Context: an optimization exercise on an open-source flow, tuned for small area, a short achievable clock period and few clock cycles per item. The choices shown serve that exercise and are no tape-out recipe. Only the layout flow was run in this run; the RTL was not checked for function there. Power figures rest on the tool's default switching activity, not on a simulated workload.

===== design/flow/constraint.sdc =====
create_clock -name core_clock -period 12.0 [get_ports {clk}]
set_input_delay 2.4000 -clock core_clock [delete_from_list [all_inputs] [get_ports {clk}]]
set_output_delay 2.4000 -clock core_clock [all_outputs]
set_load 0.01 [all_outputs]

===== design/flow/design.v =====
module bitcrush_levels_rom (
    input  wire [8:0]  drive,
    output reg  [15:0] lvl_m
);
    always @(*) begin
        case (drive)
            9'd0: lvl_m = 16'd65535;
            9'd1: lvl_m = 16'd65524;
            9'd2: lvl_m = 16'd65493;
            9'd3: lvl_m = 16'd65441;
            9'd4: lvl_m = 16'd65368;
            9'd5: lvl_m = 16'd65275;
            9'd6: lvl_m = 16'd65161;
            9'd7: lvl_m = 16'd65027;
            9'd8: lvl_m = 16'd64872;
            9'd9: lvl_m = 16'd64698;
            9'd10: lvl_m = 16'd64503;
            9'd11: lvl_m = 16'd64288;
            9'd12: lvl_m = 16'd64054;
            9'd13: lvl_m = 16'd63801;
            9'd14: lvl_m = 16'd63528;
            9'd15: lvl_m = 16'd63236;
            9'd16: lvl_m = 16'd62926;
            9'd17: lvl_m = 16'd62598;
            9'd18: lvl_m = 16'd62251;
            9'd19: lvl_m = 16'd61887;
            9'd20: lvl_m = 16'd61505;
            9'd21: lvl_m = 16'd61106;
            9'd22: lvl_m = 16'd60691;
            9'd23: lvl_m = 16'd60259;
            9'd24: lvl_m = 16'd59811;
            9'd25: lvl_m = 16'd59348;
            9'd26: lvl_m = 16'd58870;
            9'd27: lvl_m = 16'd58377;
            9'd28: lvl_m = 16'd57870;
            9'd29: lvl_m = 16'd57349;
            9'd30: lvl_m = 16'd56814;
            9'd31: lvl_m = 16'd56267;
            9'd32: lvl_m = 16'd55708;
            9'd33: lvl_m = 16'd55136;
            9'd34: lvl_m = 16'd54553;
            9'd35: lvl_m = 16'd53959;
            9'd36: lvl_m = 16'd53355;
            9'd37: lvl_m = 16'd52740;
            9'd38: lvl_m = 16'd52117;
            9'd39: lvl_m = 16'd51484;
            9'd40: lvl_m = 16'd50842;
            9'd41: lvl_m = 16'd50193;
            9'd42: lvl_m = 16'd49537;
            9'd43: lvl_m = 16'd48873;
            9'd44: lvl_m = 16'd48203;
            9'd45: lvl_m = 16'd47527;
            9'd46: lvl_m = 16'd46846;
            9'd47: lvl_m = 16'd46160;
            9'd48: lvl_m = 16'd45469;
            9'd49: lvl_m = 16'd44775;
            9'd50: lvl_m = 16'd44077;
            9'd51: lvl_m = 16'd43377;
            9'd52: lvl_m = 16'd42673;
            9'd53: lvl_m = 16'd41969;
            9'd54: lvl_m = 16'd41262;
            9'd55: lvl_m = 16'd40555;
            9'd56: lvl_m = 16'd39847;
            9'd57: lvl_m = 16'd39139;
            9'd58: lvl_m = 16'd38431;
            9'd59: lvl_m = 16'd37724;
            9'd60: lvl_m = 16'd37019;
            9'd61: lvl_m = 16'd36315;
            9'd62: lvl_m = 16'd35613;
            9'd63: lvl_m = 16'd34914;
            9'd64: lvl_m = 16'd34217;
            9'd65: lvl_m = 16'd33524;
            9'd66: lvl_m = 16'd32834;
            9'd67: lvl_m = 16'd32149;
            9'd68: lvl_m = 16'd31468;
            9'd69: lvl_m = 16'd30791;
            9'd70: lvl_m = 16'd30119;
            9'd71: lvl_m = 16'd29453;
            9'd72: lvl_m = 16'd28792;
            9'd73: lvl_m = 16'd28138;
            9'd74: lvl_m = 16'd27489;
            9'd75: lvl_m = 16'd26847;
            9'd76: lvl_m = 16'd26211;
            9'd77: lvl_m = 16'd25583;
            9'd78: lvl_m = 16'd24961;
            9'd79: lvl_m = 16'd24347;
            9'd80: lvl_m = 16'd23741;
            9'd81: lvl_m = 16'd23142;
            9'd82: lvl_m = 16'd22551;
            9'd83: lvl_m = 16'd21968;
            9'd84: lvl_m = 16'd21394;
            9'd85: lvl_m = 16'd20828;
            9'd86: lvl_m = 16'd20270;
            9'd87: lvl_m = 16'd19722;
            9'd88: lvl_m = 16'd19181;
            9'd89: lvl_m = 16'd18650;
            9'd90: lvl_m = 16'd18128;
            9'd91: lvl_m = 16'd17615;
            9'd92: lvl_m = 16'd17111;
            9'd93: lvl_m = 16'd16616;
            9'd94: lvl_m = 16'd16130;
            9'd95: lvl_m = 16'd15654;
            9'd96: lvl_m = 16'd15186;
            9'd97: lvl_m = 16'd14728;
            9'd98: lvl_m = 16'd14280;
            9'd99: lvl_m = 16'd13840;
            9'd100: lvl_m = 16'd13410;
            9'd101: lvl_m = 16'd12989;
            9'd102: lvl_m = 16'd12577;
            9'd103: lvl_m = 16'd12175;
            9'd104: lvl_m = 16'd11781;
            9'd105: lvl_m = 16'd11397;
            9'd106: lvl_m = 16'd11022;
            9'd107: lvl_m = 16'd10656;
            9'd108: lvl_m = 16'd10298;
            9'd109: lvl_m = 16'd9950;
            9'd110: lvl_m = 16'd9610;
            9'd111: lvl_m = 16'd9279;
            9'd112: lvl_m = 16'd8956;
            9'd113: lvl_m = 16'd8642;
            9'd114: lvl_m = 16'd8336;
            9'd115: lvl_m = 16'd8039;
            9'd116: lvl_m = 16'd7749;
            9'd117: lvl_m = 16'd7468;
            9'd118: lvl_m = 16'd7195;
            9'd119: lvl_m = 16'd6929;
            9'd120: lvl_m = 16'd6671;
            9'd121: lvl_m = 16'd6421;
            9'd122: lvl_m = 16'd6178;
            9'd123: lvl_m = 16'd5943;
            9'd124: lvl_m = 16'd5714;
            9'd125: lvl_m = 16'd5493;
            9'd126: lvl_m = 16'd5278;
            9'd127: lvl_m = 16'd5071;
            9'd128: lvl_m = 16'd4869;
            9'd129: lvl_m = 16'd4675;
            9'd130: lvl_m = 16'd4487;
            9'd131: lvl_m = 16'd4305;
            9'd132: lvl_m = 16'd4129;
            9'd133: lvl_m = 16'd3959;
            9'd134: lvl_m = 16'd3794;
            9'd135: lvl_m = 16'd3636;
            9'd136: lvl_m = 16'd3483;
            9'd137: lvl_m = 16'd3335;
            9'd138: lvl_m = 16'd3193;
            9'd139: lvl_m = 16'd3055;
            9'd140: lvl_m = 16'd2923;
            9'd141: lvl_m = 16'd2795;
            9'd142: lvl_m = 16'd2673;
            9'd143: lvl_m = 16'd2554;
            9'd144: lvl_m = 16'd2441;
            9'd145: lvl_m = 16'd2331;
            9'd146: lvl_m = 16'd2226;
            9'd147: lvl_m = 16'd2125;
            9'd148: lvl_m = 16'd2028;
            9'd149: lvl_m = 16'd1934;
            9'd150: lvl_m = 16'd1844;
            9'd151: lvl_m = 16'd1758;
            9'd152: lvl_m = 16'd1676;
            9'd153: lvl_m = 16'd1597;
            9'd154: lvl_m = 16'd1521;
            9'd155: lvl_m = 16'd1448;
            9'd156: lvl_m = 16'd1378;
            9'd157: lvl_m = 16'd1311;
            9'd158: lvl_m = 16'd1247;
            9'd159: lvl_m = 16'd1186;
            9'd160: lvl_m = 16'd1127;
            9'd161: lvl_m = 16'd1071;
            9'd162: lvl_m = 16'd1018;
            9'd163: lvl_m = 16'd966;
            9'd164: lvl_m = 16'd918;
            9'd165: lvl_m = 16'd871;
            9'd166: lvl_m = 16'd826;
            9'd167: lvl_m = 16'd784;
            9'd168: lvl_m = 16'd743;
            9'd169: lvl_m = 16'd704;
            9'd170: lvl_m = 16'd667;
            9'd171: lvl_m = 16'd632;
            9'd172: lvl_m = 16'd598;
            9'd173: lvl_m = 16'd567;
            9'd174: lvl_m = 16'd536;
            9'd175: lvl_m = 16'd507;
            9'd176: lvl_m = 16'd480;
            9'd177: lvl_m = 16'd453;
            9'd178: lvl_m = 16'd428;
            9'd179: lvl_m = 16'd405;
            9'd180: lvl_m = 16'd382;
            9'd181: lvl_m = 16'd361;
            9'd182: lvl_m = 16'd341;
            9'd183: lvl_m = 16'd321;
            9'd184: lvl_m = 16'd303;
            9'd185: lvl_m = 16'd286;
            9'd186: lvl_m = 16'd269;
            9'd187: lvl_m = 16'd254;
            9'd188: lvl_m = 16'd239;
            9'd189: lvl_m = 16'd225;
            9'd190: lvl_m = 16'd212;
            9'd191: lvl_m = 16'd199;
            9'd192: lvl_m = 16'd188;
            9'd193: lvl_m = 16'd176;
            9'd194: lvl_m = 16'd166;
            9'd195: lvl_m = 16'd156;
            9'd196: lvl_m = 16'd146;
            9'd197: lvl_m = 16'd137;
            9'd198: lvl_m = 16'd129;
            9'd199: lvl_m = 16'd121;
            9'd200: lvl_m = 16'd113;
            9'd201: lvl_m = 16'd106;
            9'd202: lvl_m = 16'd100;
            9'd203: lvl_m = 16'd93;
            9'd204: lvl_m = 16'd87;
            9'd205: lvl_m = 16'd82;
            9'd206: lvl_m = 16'd77;
            9'd207: lvl_m = 16'd72;
            9'd208: lvl_m = 16'd67;
            9'd209: lvl_m = 16'd63;
            9'd210: lvl_m = 16'd58;
            9'd211: lvl_m = 16'd55;
            9'd212: lvl_m = 16'd51;
            9'd213: lvl_m = 16'd48;
            9'd214: lvl_m = 16'd44;
            9'd215: lvl_m = 16'd41;
            9'd216: lvl_m = 16'd38;
            9'd217: lvl_m = 16'd36;
            9'd218: lvl_m = 16'd33;
            9'd219: lvl_m = 16'd31;
            9'd220: lvl_m = 16'd29;
            9'd221: lvl_m = 16'd27;
            9'd222: lvl_m = 16'd25;
            9'd223: lvl_m = 16'd23;
            9'd224: lvl_m = 16'd21;
            9'd225: lvl_m = 16'd20;
            9'd226: lvl_m = 16'd18;
            9'd227: lvl_m = 16'd17;
            9'd228: lvl_m = 16'd16;
            9'd229: lvl_m = 16'd14;
            9'd230: lvl_m = 16'd13;
            9'd231: lvl_m = 16'd12;
            9'd232: lvl_m = 16'd11;
            9'd233: lvl_m = 16'd10;
            9'd234: lvl_m = 16'd10;
            9'd235: lvl_m = 16'd9;
            9'd236: lvl_m = 16'd8;
            9'd237: lvl_m = 16'd7;
            9'd238: lvl_m = 16'd7;
            9'd239: lvl_m = 16'd6;
            9'd240: lvl_m = 16'd6;
            9'd241: lvl_m = 16'd5;
            9'd242: lvl_m = 16'd5;
            9'd243: lvl_m = 16'd4;
            9'd244: lvl_m = 16'd4;
            9'd245: lvl_m = 16'd3;
            9'd246: lvl_m = 16'd3;
            9'd247: lvl_m = 16'd3;
            9'd248: lvl_m = 16'd2;
            9'd249: lvl_m = 16'd2;
            9'd250: lvl_m = 16'd2;
            9'd251: lvl_m = 16'd1;
            9'd252: lvl_m = 16'd1;
            9'd253: lvl_m = 16'd1;
            9'd254: lvl_m = 16'd1;
            9'd255: lvl_m = 16'd1;
            9'd256: lvl_m = 16'd1;
            default: lvl_m = 16'd1;
        endcase
    end
endmodule
module bitcrush_core (
    input  wire        clk,
    input  wire        rst,
    input  wire        cmd_valid,
    output wire        cmd_ready,
    input  wire [31:0] cmd_data,
    output reg         rsp_valid,
    output reg  [31:0] rsp_data
);
    localparam [2:0] S_IDLE = 3'd0,
                     S_EXEC = 3'd1,
                     S_MUL  = 3'd2,
                     S_DIV  = 3'd3;
    localparam [31:0] RSP_ACK     = 32'h0000_0000;
    localparam [31:0] RSP_ILLEGAL = 32'hF000_0000;
    reg [2:0] state;
    reg [8:0]         drive_r;    
    reg [9:0]         gain_r;     
    reg signed [16:0] held_k;     
    reg [15:0]        held_m;     
    reg [4:0]         cnt;        
    reg [31:0] cmd_q;
    reg signed [16:0] op_k;
    reg [15:0]        op_m;
    reg               neg;
    reg [31:0]        dividend;
    reg [16:0]        rem;
    reg [15:0]        quo;
    reg [3:0]         div_cnt;
    assign cmd_ready = (state == S_IDLE);
    wire [3:0]  op   = cmd_q[31:28];
    wire [11:0] rsv  = cmd_q[27:16];
    wire [15:0] data = cmd_q[15:0];
    wire        data_zero = (data == 16'd0);
    wire is_nop      = (rsv == 12'd0) && (op == 4'h0) && data_zero;
    wire is_sample   = (rsv == 12'd0) && (op == 4'h1);
    wire is_setdrive = (rsv == 12'd0) && (op == 4'h2);
    wire is_setgain  = (rsv == 12'd0) && (op == 4'h3);
    wire is_getdrive = (rsv == 12'd0) && (op == 4'h4) && data_zero;
    wire is_getgain  = (rsv == 12'd0) && (op == 4'h5) && data_zero;
    wire signed [15:0] p = data;
    wire [8:0] drive_new = p[15] ? 9'd0 : (p > 16'sd256) ? 9'd256  : p[8:0];
    wire [9:0] gain_new  = p[15] ? 10'd0 : (p > 16'sd512) ? 10'd512 : p[9:0];
    wire [15:0] lvl_m;
    bitcrush_levels_rom u_rom (
        .drive (drive_r),
        .lvl_m (lvl_m)
    );
    wire signed [15:0] s    = data;
    wire signed [33:0] prod = s * $signed({1'b0, lvl_m});
    wire signed [33:0] kq   = (prod + 34'sd16384) >>> 15;
    wire signed [16:0] k    = kq[16:0];
    wire [22:0] drive_sq31 = 23'd31 * drive_r * drive_r;
    wire [5:0]  factor     = 6'd1 + {1'b0, drive_sq31[20:16]};
    wire [5:0]  c          = {1'b0, cnt} + 6'd1;
    wire        latch      = (c >= factor);
    wire [16:0] neg_k    = -op_k;
    wire [15:0] abs_k    = op_k[16] ? neg_k[15:0] : op_k[15:0];
    wire [25:0] kg       = abs_k * gain_r;
    wire [40:0] num      = {kg, 15'd0} - {15'd0, kg};
    wire [40:0] num_rnd  = num + {18'd0, op_m, 7'd0};
    wire [16:0] rem_sh  = {rem[15:0], dividend[31]};
    wire [16:0] rem_sub = rem_sh - {1'b0, op_m};
    wire        q_bit   = !rem_sub[16];
    wire [15:0] q_final = {quo[14:0], q_bit};
    wire [15:0] neg_q   = -q_final;
    reg  [15:0] v_out;
    always @(*) begin
        if (!neg)
            v_out = (q_final > 16'd32767) ? 16'h7FFF : q_final;
        else
            v_out = (q_final > 16'd32768) ? 16'h8000 : neg_q;
    end
    always @(posedge clk) begin
        if (rst) begin
            state     <= S_IDLE;
            drive_r   <= 9'd128;
            gain_r    <= 10'd256;
            held_k    <= 17'sd0;
            held_m    <= 16'd1;
            cnt       <= 5'd0;
            rsp_valid <= 1'b0;
        end else begin
            rsp_valid <= 1'b0;
            case (state)
                S_IDLE: begin
                    if (cmd_valid) begin
                        cmd_q <= cmd_data;
                        state <= S_EXEC;
                    end
                end
                S_EXEC: begin
                    if (is_sample) begin
                        if (latch) begin
                            held_k <= k;
                            held_m <= lvl_m;
                            cnt    <= 5'd0;
                            op_k   <= k;
                            op_m   <= lvl_m;
                        end else begin
                            cnt    <= c[4:0];
                            op_k   <= held_k;
                            op_m   <= held_m;
                        end
                        state <= S_MUL;
                    end else begin
                        if (is_setdrive)
                            drive_r <= drive_new;
                        if (is_setgain)
                            gain_r <= gain_new;
                        if (is_getdrive)
                            rsp_data <= {16'h2000, 7'd0, drive_r};
                        else if (is_getgain)
                            rsp_data <= {16'h2000, 6'd0, gain_r};
                        else if (is_nop || is_setdrive || is_setgain)
                            rsp_data <= RSP_ACK;
                        else
                            rsp_data <= RSP_ILLEGAL;
                        rsp_valid <= 1'b1;
                        state     <= S_IDLE;
                    end
                end
                S_MUL: begin
                    neg      <= op_k[16];
                    dividend <= {num_rnd[23:8], 16'd0};
                    rem      <= {1'b0, num_rnd[39:24]};
                    quo      <= 16'd0;
                    div_cnt  <= 4'd0;
                    state    <= S_DIV;
                end
                S_DIV: begin
                    rem      <= q_bit ? rem_sub : rem_sh;
                    quo      <= {quo[14:0], q_bit};
                    dividend <= {dividend[30:0], 1'b0};
                    div_cnt  <= div_cnt + 4'd1;
                    if (div_cnt == 4'd15) begin
                        rsp_data  <= {16'h1000, v_out};
                        rsp_valid <= 1'b1;
                        state     <= S_IDLE;
                    end
                end
                default: state <= S_IDLE;
            endcase
        end
    end
endmodule

===== design/flow/config.mk =====
export PLATFORM = sky130hd
export DESIGN_NAME = bitcrush_core
export DESIGN_NICKNAME = bitcrush_core
export VERILOG_FILES = /design/flow/design.v
export SDC_FILE = /design/flow/constraint.sdc
export NUM_CORES = 4
export LEC_CHECK = 0
export CAP_MARGIN = 20
export CORE_MARGIN = 2
export CORE_UTILIZATION = 40
export SLEW_MARGIN = 20
export SYNTH_MEMORY_MAX_BITS = 8192

===== design/flow/run.sh =====
#!/bin/bash
# synth_recipe.tcl (not shown) runs the flow's synth.tcl, then flattens the netlist and writes it again
# the make line also repeats each setting of config.mk as NAME=value (left out here)
make -C /OpenROAD-flow-scripts/flow DESIGN_CONFIG=/design/flow/config.mk WORK_HOME=/design/flow/orfs CLKGATE_MAP_FILE= SYNTH_SCRIPT=/design/flow/synth_recipe.tcl finish

==> out/metrics.yaml <==
holdBufCountCts: 0
wl_per_cell_um: 20.8
path_clk_slew_ns: 0.07
hold_path.class: "reg -> reg"
fill_cells: 8194
tns_ns: 0
wl_met2_um: 43800
globalRouteTotalUtil: 0.240
grt_pass1_wl_um: 163000
fin_util: 0.436
synth_top_cells_by_area: "fa_1 25%, edfxtp_1 12%, ha_1 12%, inv_1 6.2%, nand2_1 5.0%"
vdd_drop_max_mv: 0.102
synth-seq-area-share: 0.168
post-dp-hpwl_um: 73600
skew_ns: 0.0232
firstDrtPassIters: 7
period_share: 0.900
powerDensity_nw_per_um2: 58.0
ios: 69
path_max_fanout: 13
synth_top_area_frac: 0.249
fin_cells: 4915
r2r_cells: 37
async_reset_ff_frac: 0
fin_nets: 4588
grt_overflow: 0
synth_seq_cells: 212
p_leak_uw: 0.0163
route.met3.wl_um: 8820
numCtsBuffers: 26
h-tree-depth: 1
slowest_stage: "edfxtp_1"
rsz0062_at_grt: "no"
vias: 28081
end_kind: "flop"
fp-row-count: 105
synth_area_leader_cell: "fa_1"
top_layer_used: "met4"
critPathArrivalTime_ns: 11.10
cts_setup_buffers: 0
viasPerCell: 5.71
die_y_um: 293
core-area_sq_um: 82400
worstSetupStartpointType: "flop"
wl_um: 102000
synth_cells: 3869
max_slew_margin: 0.237
maxCapViolCount: 0
syn_area_per_cell_sq_um: 8.62
required_ns: 12.31
synth-edff-count: 136
hold_depth: 2
synth_ff_type: "edfxtp_1"
numPortBuffers: 56
ys_warn_count: 2
grt_pass1_vias: 28441
drtIter0Drc: 2522
grt_max_degree: 73
wl_met1_um: 45800
n_antenna_cell: 0
mappedNetlistArea_sq_um: 33400
die-width_um: 293
synth_cell_types: 92
root_buffer: "clkbuf_16"
layout-drive-gt1-share: 0.0549
cts.sinks: 212
cts_tree: "done"
status: "no timing/DRC/antenna violations"
gp_congestion: 0.981
post_cts_resized: 0
finalCriticalPeriod_ns: 10.80
p_total_uw: 2080
hold_violations: 0
die_area_sq_um: 85700
max_freq_mhz: 92.6
finalSetupViolCount: 0
final_antenna_net_count: 0
drc_errors: 0
criticalPathCategory: "reg -> reg"
finalMaxSlewViolations: 0
max_slew.worst_pin.slew_ns: 1.12
antenna_found_initial: 0
cts_buffer_depth: 3
area_growth_pct: 7.72
initial_core_util: 0.405
clkLatencyLatePin_ns: 0.57
dp.cells: 4867
crit_top_cell: "fa_1"
max_stage_delay_ns: 0.60
[layout make-up]
cell class,count,area [sq um],area share
sequential,212,5610,0.156
timing repair buffer,140,1190,0.0331
multi-input combinational,2892,24800,0.691
tap,1070,1340,0.0373
inverter,553,2080,0.0578
clock inverter,15,169,0.00470
clock buffer,33,719,0.0200
[critical path: cells and delay by family (launching register included)]
family / cells / cell delay (ns)
fa+ha+maj: 9 / 3.81
flops: 1 / 0.60
simple gates: 8 / 2.24
buf+inv: 5 / 0.37
compound gates: 11 / 2.73
mux: 1 / 0.08
xor+xnor: 3 / 0.72
[synthesized netlist by cell type, drive strengths merged, types with 9 or more instances]
cell type,instances
inv,552
nand2,442
fa,415
ha,313
nor2,224
and2,222
a21oi,213
clkbuf,156
o21ai,148
edfxtp,136
nor3,96
xnor2,81
dfxtp,76
nand3,75
buf,67
a211oi,50
xor2,40
nand2b,37
a21o,36
a31oi,32
o211ai,30
mux2,29
and3,28
o31ai,26
or3,25
nor4,22
a22oi,20
mux2i,20
nor2b,20
nand4,17
a221oi,16
a311oi,16
o21a,13
a2111oi,12
o21bai,12
o22ai,12
o221ai,11
or2,11
nor3b,9
[through the flow]
| stage | area [sq um] | hold slack, ns | setup slack, ns |
|---|---|---|---|
| after detailed placement | 35000 | 0.443 | 1.32 |
| after CTS | 35900 | 0.452 | 1.29 |
| after global placement | 35000 | 0.441 | 1.52 |
| final | 35900 | 0.452 | 1.20 |
| after global routing | 35900 | 0.477 | 0.493 |
| after floorplan | 33400 | 0.433 | 1.76 |
[metal layers]
metal  global-route usage  vias up
met2                0.370     1244
met3               0.0467      264
met1                0.341    13750
met4               0.0679        0
met5                    0        -
li1                     -    12823
[cells in the final DEF, fill, tap and decap left out, types with 11 or more instances in the layout]
master | netlist | routed
clkbuf_16 | 0 | 28
edfxtp_1 | 136 | 136
and3_1 | 28 | 27
nand4_1 | 17 | 17
dfxtp_1 | 76 | 76
a21o_1 | 36 | 36
o21ai_0 | 142 | 142
nand2_1 | 440 | 439
nand2b_1 | 37 | 37
o21a_1 | 13 | 13
mux2_2 | 29 | 29
a31oi_1 | 32 | 32
o21bai_1 | 12 | 12
a311oi_1 | 16 | 15
nor2b_1 | 20 | 19
fa_1 | 415 | 415
inv_1 | 548 | 548
a211oi_1 | 50 | 50
nor3_1 | 91 | 89
nor4_1 | 21 | 20
conb_1 | 1 | 12
clkdlybuf4s50_1 | 0 | 55
a22oi_1 | 17 | 17
ha_1 | 313 | 313
nand3_1 | 73 | 73
xor2_1 | 40 | 40
a21oi_1 | 209 | 208
o211ai_1 | 30 | 30
o22ai_1 | 12 | 12
xnor2_1 | 81 | 80
o221ai_1 | 11 | 11
a221oi_1 | 16 | 16
o31ai_1 | 26 | 26
or3_1 | 25 | 25
and2_1 | 222 | 222
mux2i_1 | 20 | 19
buf_4 | 19 | 85
nor2_1 | 223 | 221
[registers in the layout, indices dropped and copies added (netlist names), 5 cells and up]
name / count
cmd_q: 32
cnt: 5
dividend: 16
drive_r: 9
gain_r: 10
held_k: 17
held_m: 16
lvl_m: 16
op_k: 17
op_m: 16
quo: 15
rem: 16
rsp_data: 19
[logic make-up (layout without fill, tap and decap cells)]
kind of cell	Yosys count	in the layout	synth area share
multiplexers	49	49	0.0158
XOR/XNOR	123	123	0.0332
other	1	12	0.000112
AO/OA/AOI/OAI	726	726	0.142
adder cells (fa/ha/maj)	728	728	0.366
buffers and inverters	776	741	0.0911
AND/OR/NAND/NOR	1254	1254	0.183
flip-flops	212	212	0.168
[final timing paths]
path,slack (ns),start,endpoint
max,1.20,op_k[0],rem[12]
min,0.45,held_k[1],held_k[1]
max reg2reg,1.20,op_k[0],rem[12]
min reg2reg,0.45,held_k[1],held_k[1]
[report_power, final]
| group | total [uW] | switching [uW] | internal (uW) | leakage (uW) |
|---|---|---|---|---|
| sequential | 787 | 10.7 | 777 | 0.00189 |
| combinational | 466 | 276 | 191 | 0.0140 |
| clock | 831 | 340 | 491 | 0.000429 |
| total | 2080 | 626 | 1460 | 0.0163 |

## port drivers added, routing unchanged
In the flow no input, the clock included, has a driving cell. The finished layout below was timed again as built, in two steps.
Step 1 assumes that a clkbuf_16 drives the clock port and a buf_2 every other input.
Step 2, shift: input delay + t, output delay - t, t = (earliest + latest rising clock arrival at the registers) / 2. This alone moves slack from input paths to output paths.
a / b / c = ideal / step 1 / step 2; a / b = the first two.
t, ns: 0.621
setup WS [ns]: 1.203 / 1.203 / 1.203
worst hold slack (ns): 0.452 / 0.452 / 0.452
clock arrival spread, ns: 0.024 / 0.023
worst data-port slew with drivers (ns): 0.05
After both steps setup and hold are still met in this run. For this run, drivers alone change the setup slack by 0.000 ns; drivers and shift together by 0.000 ns.
